From an optimization exercise on the open Yosys and OpenROAD flow, aimed at small area, a short achievable clock period and few clock cycles per item; shortcuts taken in it are not production practice. The RTL was checked by simulation tests, not by an equivalence proof against the original design. No activity file was given, so power comes from the tool's default toggle rates.

`design/flow/flow/abc_area.script`:
```
&get -n
&st
&dch
&nf -R 1000
&st
&dch
&nf -R 1000
&put
```
`design/flow/design.v`:
```
module mdb_table (
    input  wire         clk,
    input  wire         rst,             
    input  wire         cmd_valid,
    output wire         cmd_ready,
    input  wire [1:0]   cmd_op,          
    input  wire         cmd_cfg_valid,   
    input  wire [31:0]  arg_id,
    input  wire [31:0]  arg_pressure,
    input  wire [31:0]  arg_temp,
    input  wire [31:0]  arg_now,
    input  wire [127:0] cfg_ids,         
    output reg          done,
    output wire [3:0]   result,
    output reg  [6:0]   tblres,          
    output wire [47:0]  view,            
    input  wire [3:0]   rd_slot,
    output wire [31:0]  rd_id,
    output wire [31:0]  rd_pressure,
    output wire [31:0]  rd_temp,
    output wire [7:0]   rd_score,
    output wire [31:0]  rd_lastseen
);
    localparam N = 12;
    reg [31:0] s_id [0:N-1];
    reg [31:0] s_pr [0:N-1];
    reg [31:0] s_tp [0:N-1];
    reg [31:0] s_sn [0:N-1];
    reg [4:0]  s_h  [0:N-1];            
    assign cmd_ready = 1'b1;
    wire go  = cmd_valid & ~rst;
    wire op0 = go & (cmd_op == 2'd0);
    wire zid = ~|arg_id;
    wire onf = op0 & ~zid;
    wire dcy = go & (cmd_op == 2'd1);
    wire vw  = go & (cmd_op == 2'd2);
    wire apl = go & (cmd_op == 2'd3);
    wire [N-1:0] eq;
    genvar g, a, b;
    generate
        for (g = 0; g < N; g = g + 1) begin : g_eq
            assign eq[g] = (s_id[g] == arg_id);
        end
    endgenerate
    wire [3:0] cf = {eq[3] & ~eq[2] & ~eq[1] & ~eq[0], eq[2] & ~eq[1] & ~eq[0],
                     eq[1] & ~eq[0], eq[0]};
    wire cfg_hit = |eq[3:0];
    wire ext_hit = |eq[11:4];           
    wire miss    = ~cfg_hit & ~ext_hit;
    function automatic lt37(input [36:0] x, input [36:0] y);
        integer c, k;
        reg r, e;
        reg [9:0] l0, e0;
        reg [4:0] l1, e1;
        reg [2:0] l2, e2;
        reg [1:0] l3, e3;
        begin
            for (c = 0; c < 10; c = c + 1) begin
                r = 1'b0;
                e = 1'b1;
                for (k = 4 * c; k < 4 * c + 4; k = k + 1)
                    if (k < 37) begin
                        r = (~x[k] & y[k]) | (~x[k] & r) | (y[k] & r);
                        e = e & (x[k] ~^ y[k]);
                    end
                l0[c] = r;
                e0[c] = e;
            end
            for (c = 0; c < 5; c = c + 1) begin
                l1[c] = l0[2 * c + 1] | (e0[2 * c + 1] & l0[2 * c]);
                e1[c] = e0[2 * c + 1] & e0[2 * c];
            end
            for (c = 0; c < 2; c = c + 1) begin
                l2[c] = l1[2 * c + 1] | (e1[2 * c + 1] & l1[2 * c]);
                e2[c] = e1[2 * c + 1] & e1[2 * c];
            end
            l2[2] = l1[4];
            e2[2] = e1[4];
            l3[0] = l2[1] | (e2[1] & l2[0]);
            e3[0] = e2[1] & e2[0];
            l3[1] = l2[2];
            e3[1] = e2[2];
            lt37 = l3[1] | (e3[1] & l3[0]);
        end
    endfunction
    function automatic lt5(input [4:0] x, input [4:0] y);
        integer k;
        reg r;
        begin
            r = 1'b0;
            for (k = 0; k < 5; k = k + 1)
                r = (~x[k] & y[k]) | (~x[k] & r) | (y[k] & r);
            lt5 = r;
        end
    endfunction
    wire [36:0] key [0:7];
    generate
        for (g = 0; g < 8; g = g + 1) begin : g_key
            assign key[g] = {s_h[4 + g], s_sn[4 + g]};
        end
    endgenerate
    wire [3:0]  p1;
    wire [36:0] k1 [0:3];
    generate
        for (g = 0; g < 4; g = g + 1) begin : g_l1
            assign p1[g] = lt37(key[2 * g + 1], key[2 * g]);
            assign k1[g] = p1[g] ? key[2 * g + 1] : key[2 * g];
        end
    endgenerate
    wire [1:0]  p2;
    wire [36:0] k2 [0:1];
    generate
        for (g = 0; g < 2; g = g + 1) begin : g_l2
            assign p2[g] = lt37(k1[2 * g + 1], k1[2 * g]);
            assign k2[g] = p2[g] ? k1[2 * g + 1] : k1[2 * g];
        end
    endgenerate
    wire p3 = lt37(k2[1], k2[0]);
    wire       v_b1 = p3 ? p2[1] : p2[0];
    wire       v_b0 = p1[{p3, v_b1}];
    wire [2:0] v_off = {p3, v_b1, v_b0};
    wire [3:0] v_idx = {v_off[2], ~v_off[2], v_off[1:0]};
    wire [7:0] live;
    generate
        for (g = 0; g < 8; g = g + 1) begin : g_live
            assign live[g] = |s_h[4 + g];
        end
    endgenerate
    wire evict = &live;
    wire [N-1:0] upd, nw, wr, clr;
    generate
        for (g = 0; g < 4; g = g + 1) begin : g_cs
            assign upd[g] = onf & cf[g];
            assign nw[g]  = 1'b0;
            assign clr[g] = rst | apl;
        end
        for (g = 4; g < N; g = g + 1) begin : g_es
            assign upd[g] = onf & ~cfg_hit & eq[g];
            assign nw[g]  = onf & miss & (v_off == g - 4);
            assign clr[g] = rst | (dcy & ~|s_h[g][4:1]);    
        end
        for (g = 0; g < N; g = g + 1) begin : g_wr
            assign wr[g] = upd[g] | nw[g];
        end
    endgenerate
    generate
        for (g = 0; g < N; g = g + 1) begin : g_slot
            wire keep = ~wr[g] & ~clr[g];
            always @(posedge clk) begin
                s_pr[g] <= ({32{wr[g]}} & arg_pressure) | ({32{keep}} & s_pr[g]);
                s_tp[g] <= ({32{wr[g]}} & arg_temp)     | ({32{keep}} & s_tp[g]);
                s_sn[g] <= ({32{wr[g]}} & arg_now)      | ({32{keep}} & s_sn[g]);
            end
            wire [4:0] h    = s_h[g];
            wire       hmax = h[4] & h[3] & h[0];          
            wire [4:0] hinc = hmax ? h : h + 5'd1;
            wire [4:0] hdec = (h == 5'd0) ? h : h - 5'd1;
            wire       hkeep = ~upd[g] & ~nw[g] & ~dcy & ~clr[g];
            always @(posedge clk)
                s_h[g] <= ({5{upd[g]}} & hinc) | ({5{nw[g]}} & 5'd1) |
                          ({5{dcy & ~rst}} & hdec) | ({5{hkeep}} & h);
        end
        for (g = 0; g < 4; g = g + 1) begin : g_cid
            wire we   = apl & cmd_cfg_valid;
            wire keep = ~apl & ~rst;
            always @(posedge clk)
                s_id[g] <= ({32{we}} & cfg_ids[32 * g +: 32]) | ({32{keep}} & s_id[g]);
        end
        for (g = 4; g < N; g = g + 1) begin : g_eid
            wire keep = ~nw[g] & ~clr[g];
            always @(posedge clk)
                s_id[g] <= ({32{nw[g]}} & arg_id) | ({32{keep}} & s_id[g]);
        end
    endgenerate
    wire [2:0] rank [0:7];
    generate
        for (g = 0; g < 8; g = g + 1) begin : g_rank
            wire [7:0] ahead;
            for (b = 0; b < 8; b = b + 1) begin : g_b
                if (b < g)      assign ahead[b] = ~lt5(s_h[4 + b], s_h[4 + g]);
                else if (b > g) assign ahead[b] = lt5(s_h[4 + g], s_h[4 + b]);
                else            assign ahead[b] = 1'b0;
            end
            assign rank[g] = ahead[0] + ahead[1] + ahead[2] + ahead[3] +
                             ahead[4] + ahead[5] + ahead[6] + ahead[7];
        end
    endgenerate
    reg        vv;
    reg  [2:0] vj [0:7];
    generate
        for (g = 0; g < 8; g = g + 1) begin : g_view
            wire [7:0] at;
            for (a = 0; a < 8; a = a + 1) begin : g_at
                assign at[a] = (rank[a] == g);
            end
            wire [2:0] nj = {|(at & 8'hF0), |(at & 8'hCC), |(at & 8'hAA)};
            always @(posedge clk)
                vj[g] <= ({3{vw}} & nj) | ({3{~vw & ~rst}} & vj[g]);
            assign view[4 * (4 + g) +: 4] = {vj[g][2], vv & ~vj[g][2], vj[g][1:0]};
        end
    endgenerate
    assign view[15:0] = {2'b00, vv, vv, 2'b00, vv, 1'b0, 3'b000, vv, 4'b0000};
    reg rz;
    assign result = {1'b0, rz, 1'b0, rz};
    wire [3:0] hit_cfg_idx = {2'b00, cf[3] | cf[2], cf[3] | cf[1]};
    wire [3:0] hit_ext_idx = {|eq[11:8], |eq[7:4], eq[6] | eq[7] | eq[10] | eq[11],
                              eq[5] | eq[7] | eq[9] | eq[11]};
    wire [3:0] slot_idx = cfg_hit ? hit_cfg_idx : ext_hit ? hit_ext_idx : v_idx;
    wire [6:0] tb_onf   = {miss & evict, ~cfg_hit, cfg_hit | miss, slot_idx};
    always @(posedge clk) begin
        done   <= go;
        rz     <= (op0 & zid) | (~go & ~rst & rz);
        vv     <= vw | (~rst & vv);
        tblres <= ({7{onf}} & tb_onf) | ({7{~op0 & ~rst}} & tblres);
    end
    wire [N-1:0] rsel;
    wire [7:0]   s_sc [0:N-1];          
    generate
        for (g = 0; g < N; g = g + 1) begin : g_rsel
            assign rsel[g] = (rd_slot == g);
            assign s_sc[g] = {3'b000, s_h[g]} * 8'd10;
        end
    endgenerate
    function automatic [31:0] rmux(input [11:0] s,
                                   input [31:0] d0, input [31:0] d1, input [31:0] d2,
                                   input [31:0] d3, input [31:0] d4, input [31:0] d5,
                                   input [31:0] d6, input [31:0] d7, input [31:0] d8,
                                   input [31:0] d9, input [31:0] d10, input [31:0] d11);
        reg [31:0] t0, t1, t2, t3;
        begin
            t0 = ~(({32{s[0]}} & d0) | ({32{s[1]}}  & d1)  | ({32{s[2]}}  & d2));
            t1 = ~(({32{s[3]}} & d3) | ({32{s[4]}}  & d4)  | ({32{s[5]}}  & d5));
            t2 = ~(({32{s[6]}} & d6) | ({32{s[7]}}  & d7)  | ({32{s[8]}}  & d8));
            t3 = ~(({32{s[9]}} & d9) | ({32{s[10]}} & d10) | ({32{s[11]}} & d11));
            rmux = ~(t0 & t1 & t2 & t3);
        end
    endfunction
    assign rd_id       = rmux(rsel, s_id[0], s_id[1], s_id[2], s_id[3], s_id[4], s_id[5],
                              s_id[6], s_id[7], s_id[8], s_id[9], s_id[10], s_id[11]);
    assign rd_pressure = rmux(rsel, s_pr[0], s_pr[1], s_pr[2], s_pr[3], s_pr[4], s_pr[5],
                              s_pr[6], s_pr[7], s_pr[8], s_pr[9], s_pr[10], s_pr[11]);
    assign rd_temp     = rmux(rsel, s_tp[0], s_tp[1], s_tp[2], s_tp[3], s_tp[4], s_tp[5],
                              s_tp[6], s_tp[7], s_tp[8], s_tp[9], s_tp[10], s_tp[11]);
    assign rd_lastseen = rmux(rsel, s_sn[0], s_sn[1], s_sn[2], s_sn[3], s_sn[4], s_sn[5],
                              s_sn[6], s_sn[7], s_sn[8], s_sn[9], s_sn[10], s_sn[11]);
    wire [31:0] rd_sc32 = rmux(rsel, {24'd0, s_sc[0]}, {24'd0, s_sc[1]}, {24'd0, s_sc[2]},
                               {24'd0, s_sc[3]}, {24'd0, s_sc[4]}, {24'd0, s_sc[5]},
                               {24'd0, s_sc[6]}, {24'd0, s_sc[7]}, {24'd0, s_sc[8]},
                               {24'd0, s_sc[9]}, {24'd0, s_sc[10]}, {24'd0, s_sc[11]});
    assign rd_score    = rd_sc32[7:0];
endmodule
```
`design/flow/config.mk`:
```
export PLATFORM = sky130hd
export DESIGN_NAME = mdb_table
export DESIGN_NICKNAME = mdb_table
export VERILOG_FILES = /design/flow/design.v
export SDC_FILE = /design/flow/constraint.sdc
export NUM_CORES = 4
export LEC_CHECK = 0
export ABC_AREA = 1
export CAP_MARGIN = 20
export CORE_MARGIN = 2
export CORE_UTILIZATION = 62
export CTS_CLUSTER_DIAMETER = 80
export CTS_CLUSTER_SIZE = 25
export SLEW_MARGIN = 20
export TNS_END_PERCENT = 5
```
`design/flow/constraint.sdc`:
```
create_clock -name core_clock -period 25.0 [get_ports {clk}]
set_input_delay 5.0000 -clock core_clock [delete_from_list [all_inputs] [get_ports {clk}]]
set_output_delay 5.0000 -clock core_clock [all_outputs]
set_load 0.01 [all_outputs]
```
`design/flow/flow/run.sh`:
```
#!/bin/bash
# The standard layout (standard.sh), with these changes to how it is made:
#  * Yosys maps logic with ABC's area-oriented &nf mapper (flow/abc_area.script,
#    used through a copy of the ORFS scripts folder) and without the separate
#    adder-cell mapping; registers are mapped by dfflibmap before ABC exactly
#    as in the standard synthesis;
#  * port buffers are buf_1 instead of the default delay-cell buffers;
#  * timing repair is asked to keep 13 ns of setup slack, so it works on the
#    critical paths. Clock, SDC and all constraints are the design's.
# Each tool's output is in make_finish.log and the ORFS logs under orfs/logs.
set -euo pipefail
here=$(pwd)
rm -rf "$here/scripts_copy"
mkdir -p "$here/scripts_copy"
cp -r "$FLOW_HOME/scripts/." "$here/scripts_copy/"
cp "$here/flow/abc_area.script" "$here/scripts_copy/abc_area.script"
bash standard.sh SCRIPTS_DIR="$here/scripts_copy" ADDER_MAP_FILE= \
    SETUP_SLACK_MARGIN=13 \
    "BUFFER_PORTS_ARGS=-buffer_cell sky130_fd_sc_hd__buf_1" finish > "$here/make_finish.log" 2>&1
```
`design/flow/standard.sh`:
```
#!/bin/bash
# synth_recipe.tcl (not shown) runs the flow's synth.tcl, then flattens the netlist and writes it again
# the make line also repeats each setting of config.mk as NAME=value (left out here)
make -C /OpenROAD-flow-scripts/flow DESIGN_CONFIG=/design/flow/config.mk WORK_HOME=/design/flow/orfs CLKGATE_MAP_FILE= SYNTH_SCRIPT=/design/flow/synth_recipe.tcl "${@:-finish}"
```
==> flow_summary.toml <==
[finish]
final_core_util_pct = 71.1
areaGrowthSynthToFinish_pct = 13.6
layout.nets = 8054
drive_gt1_share_pct = 5.72
final_cell_mix = "1,627 x dfxtp_1, 1,556 x a22o_1, 538 x nand2_1, 437 x buf_1, 382 x nor2_1"
final_common_cell = "dfxtp_1"

[die]
dieArea_um2 = 117000
std_cell_rows = 123
coreArea_um2 = 113000
die_w_um = 342
floorplan.initialDensity_pct = 62.6
die_h_um = 342
ios = 463

[clock_tree]
clk_path_buf_depth = 3
cts_max_level = 3
clk_pin_slew_ns = 0.07
cts_made_buffers = 80
clock-sinks = 1630
clock_latency_ns = 0.74
postCtsHoldBufs = 0
cts_root_buffer = "clkbuf_16"
cts_tree = "done"

[synthesis]
yosysTopAreaCell = "dfxtp_1"
netlist_area_um2 = 70600
ys_ff_latch = 1630
ys_types = 65
synth_cells = 7030
ys.warnings.count = 7
synthArstFlopShare_pct = 0
seq_area_frac_synth_pct = 46.2
ys.flop_type = "dfxtp_1"
yosys-top-cells-area = "dfxtp_1 46%, a22o_1 19%, a222oi_1 4.9%"
synth_edf_count = 0
syn_area_per_cell_um2 = 10.0
synth_top_area_share_pct = 46.2

[global_route]
grtUsageMet2_pct = 73.2
grt_max_degree = 81
grt_util_all_layers_pct = 52.3
grt_pass1_wl_mm = 462
top_usage_layer = "met2"
met1_usage_pct = 66.2
grt_pass1_vias = 68533
grt-ovfl-total = 0
grt_antenna_before_repair = 42
grtUsageMet3_pct = 18.2

[setup_path]
critPathKind = "in -> out"
startpoint = "rd_slot[1]"
crit_required_ns = 20.00
start_kind = "primary input"
cp_max_fo = 33
critPathCaptureType = "output port"
r2r_cells = 48
r2r-start = "s_sn[10][0]"
arrival_ns = 7.19
r2r_slack_ns = 13.16
r2r_end = "s_tp[5][29]"

[place]
hpwl_mm = 176
gp_congestion = 1.02
io_buffers = 446
post-place-ws_ns = 11.13

[timing]
setup_viol = 0
finalClockSkew_ns = 0.0759
worst_pin_slew_ns = 1.22
final-max-slew-violation-count = 0
tns_ns = 0
slew_headroom_pct = 18.4
min_period_over_period_pct = 48.8
timing.final.ws_setup_ns = 12.81
rsz0062_at_grt = "yes"
period_needed_ns = 12.19
max_freq_ghz = 0.0821
hold_viol = 0

[power_and_ir_drop]
power_switching_uw = 2560
p_leak_uw = 0.0288
swShare_pct = 38.9
comb_power_share_pct = 35.4
power_density_nw_per_um2 = 81.9
seqPwrFrac_pct = 41.2
finalPower_uw = 6570
p_int_uw = 4010
ir_drop_mv = 0.118
clkPwrFrac_pct = 23.3

[route]
vias = 75063
via_per_inst = 8.04
first_iter_violations = 16130
drc = 0
drt-total-wl_mm = 330
wl_per_cell_um = 35.3
drt-pass1-iter-count = 14
ant_nets = 0

[status]
outcome = "finished clean"

[hold_path]
hp-class = "reg -> reg"
whs_path_depth = 1
whs_endpoint = "vj[5][1]"
min_from = "vj[5][1]"

[flow_run]
maxCapViolCount = 0
kinds of logic (layout without fill, tap and decap cells):
family,Yosys count,after routing,synth area share [%]
buf+inv,281,1038,1.61
flops,1630,1630,46.2
mux,47,47,0.666
fa+ha+maj,18,18,0.255
xor+xnor,438,438,5.43
compound gates,3087,3087,35.5
other cells,2,45,0.0106
simple gates,1527,1538,10.3
worst max-delay path, stage by stage:
cell       delay (ns)
buf_4            0.20
nand2_4          0.14
nor2_4           0.44
bufbuf_16        0.58
a22oi_1          0.16
and4_1           0.24
nand2_1          0.22
buf_1            0.19
how the worst max path moves through the flow:
stage                            endpoint  slack [ns]  depth (start not counted)
after floorplan                 rd_id[18]       11.13                          4
after global placement     rd_lastseen[2]       11.17                          8
after detailed placement   rd_lastseen[2]       11.13                          8
after CTS                     s_pr[11][8]       12.90                         44
after global routing            rd_id[14]       12.88                          9
final                     rd_pressure[29]       12.81                          8
flip-flops by register name, summed over array words and instances, names as in the netlist:
register,cells
s_pr,384
tblres,7
s_h,60
s_tp,384
rz,1
vj,24
s_id,384
vv,1
s_sn,384
done,1
power groups by stage:
stage	logic [uW]	registers, uW	clock network (uW)
after global routing	2410	2710	1600
final	2330	2710	1530
after floorplan	1360	2760	0
after detailed placement	2110	2760	0
after global placement	2080	2760	0
after CTS	2150	2700	1510
cell usage after synthesis, types with 56 or more instances:
cell / instances
a21oi_1: 250
a221oi_1: 56
a222oi_1: 343
a22o_1: 1556
a22oi_1: 248
and4_1: 130
clkinv_1: 259
dfxtp_1: 1630
nand2_1: 540
nand3_1: 131
nand4_1: 57
nor2_1: 411
nor3_1: 71
nor4_1: 76
o21ai_0: 179
o22ai_1: 155
xnor2_1: 234
xor2_1: 204
what timing repair did:
action,CTS,global route
gates cloned,22,16
setup buffers,31,26
endpoints found under the setup margin,608,954
pin swaps,12,14
hold endpoints to repair,0,0
gates resized for setup,82,83
stage by stage:
step	hold slack, ns	area, um^2	std cells
after global routing	0.492	80200	9330
after CTS	0.478	79300	9269
final	0.477	80200	9341
after global placement	0.437	75800	9110
after detailed placement	0.447	75800	9110
after floorplan	0.438	71000	7044
final cells by class:
| cell class | instances | area (um^2) |
|---|---|---|
| Sequential cell | 1630 | 32600 |
| Multi-Input combinational cell | 5144 | 37700 |
| Inverter | 259 | 978 |
| Clock inverter | 19 | 287 |
| Fill cell | 8755 | 32600 |
| Timing Repair Buffer | 673 | 4610 |
| Antenna cell | 29 | 72.6 |
| Clock buffer | 87 | 2070 |
| Tap cell | 1500 | 1880 |
metal layers:
layer / vias up / part of all wire [%]
li1: 30124 / -
met1: 35286 / 34
met2: 7743 / 40
met3: 1877 / 18
met4: 33 / 9.2
met5: - / 0.13
Testbench counts, summed over its fixed seeds: cycles 8,008, items 8,000.

## separate check: timing with driven ports
The flow's constraints put no driver on any port. The routed layout listed below was extracted and timed again, unchanged, in two steps. Step 1, drivers: a clkbuf_16 drives clk and a buf_2 each remaining input, both assumed. Step 2 times the ports against the registers' clock, not the clock port: input delays grow and output delays shrink by t, the midpoint of the rising clock arrivals with the driver on. Three values: ideal ports, drivers, drivers and shift; two values: the first two.
t (ns): 0.791
setup WS [ns]: 12.813 / 12.775 / 12.775
worst setup path after step 2: input to output
worst data-port slew with drivers (ns): 0.20
After both steps this run still meets setup and hold. The setup slack of this run moves by -0.038 ns with the drivers and by -0.038 ns with both steps.
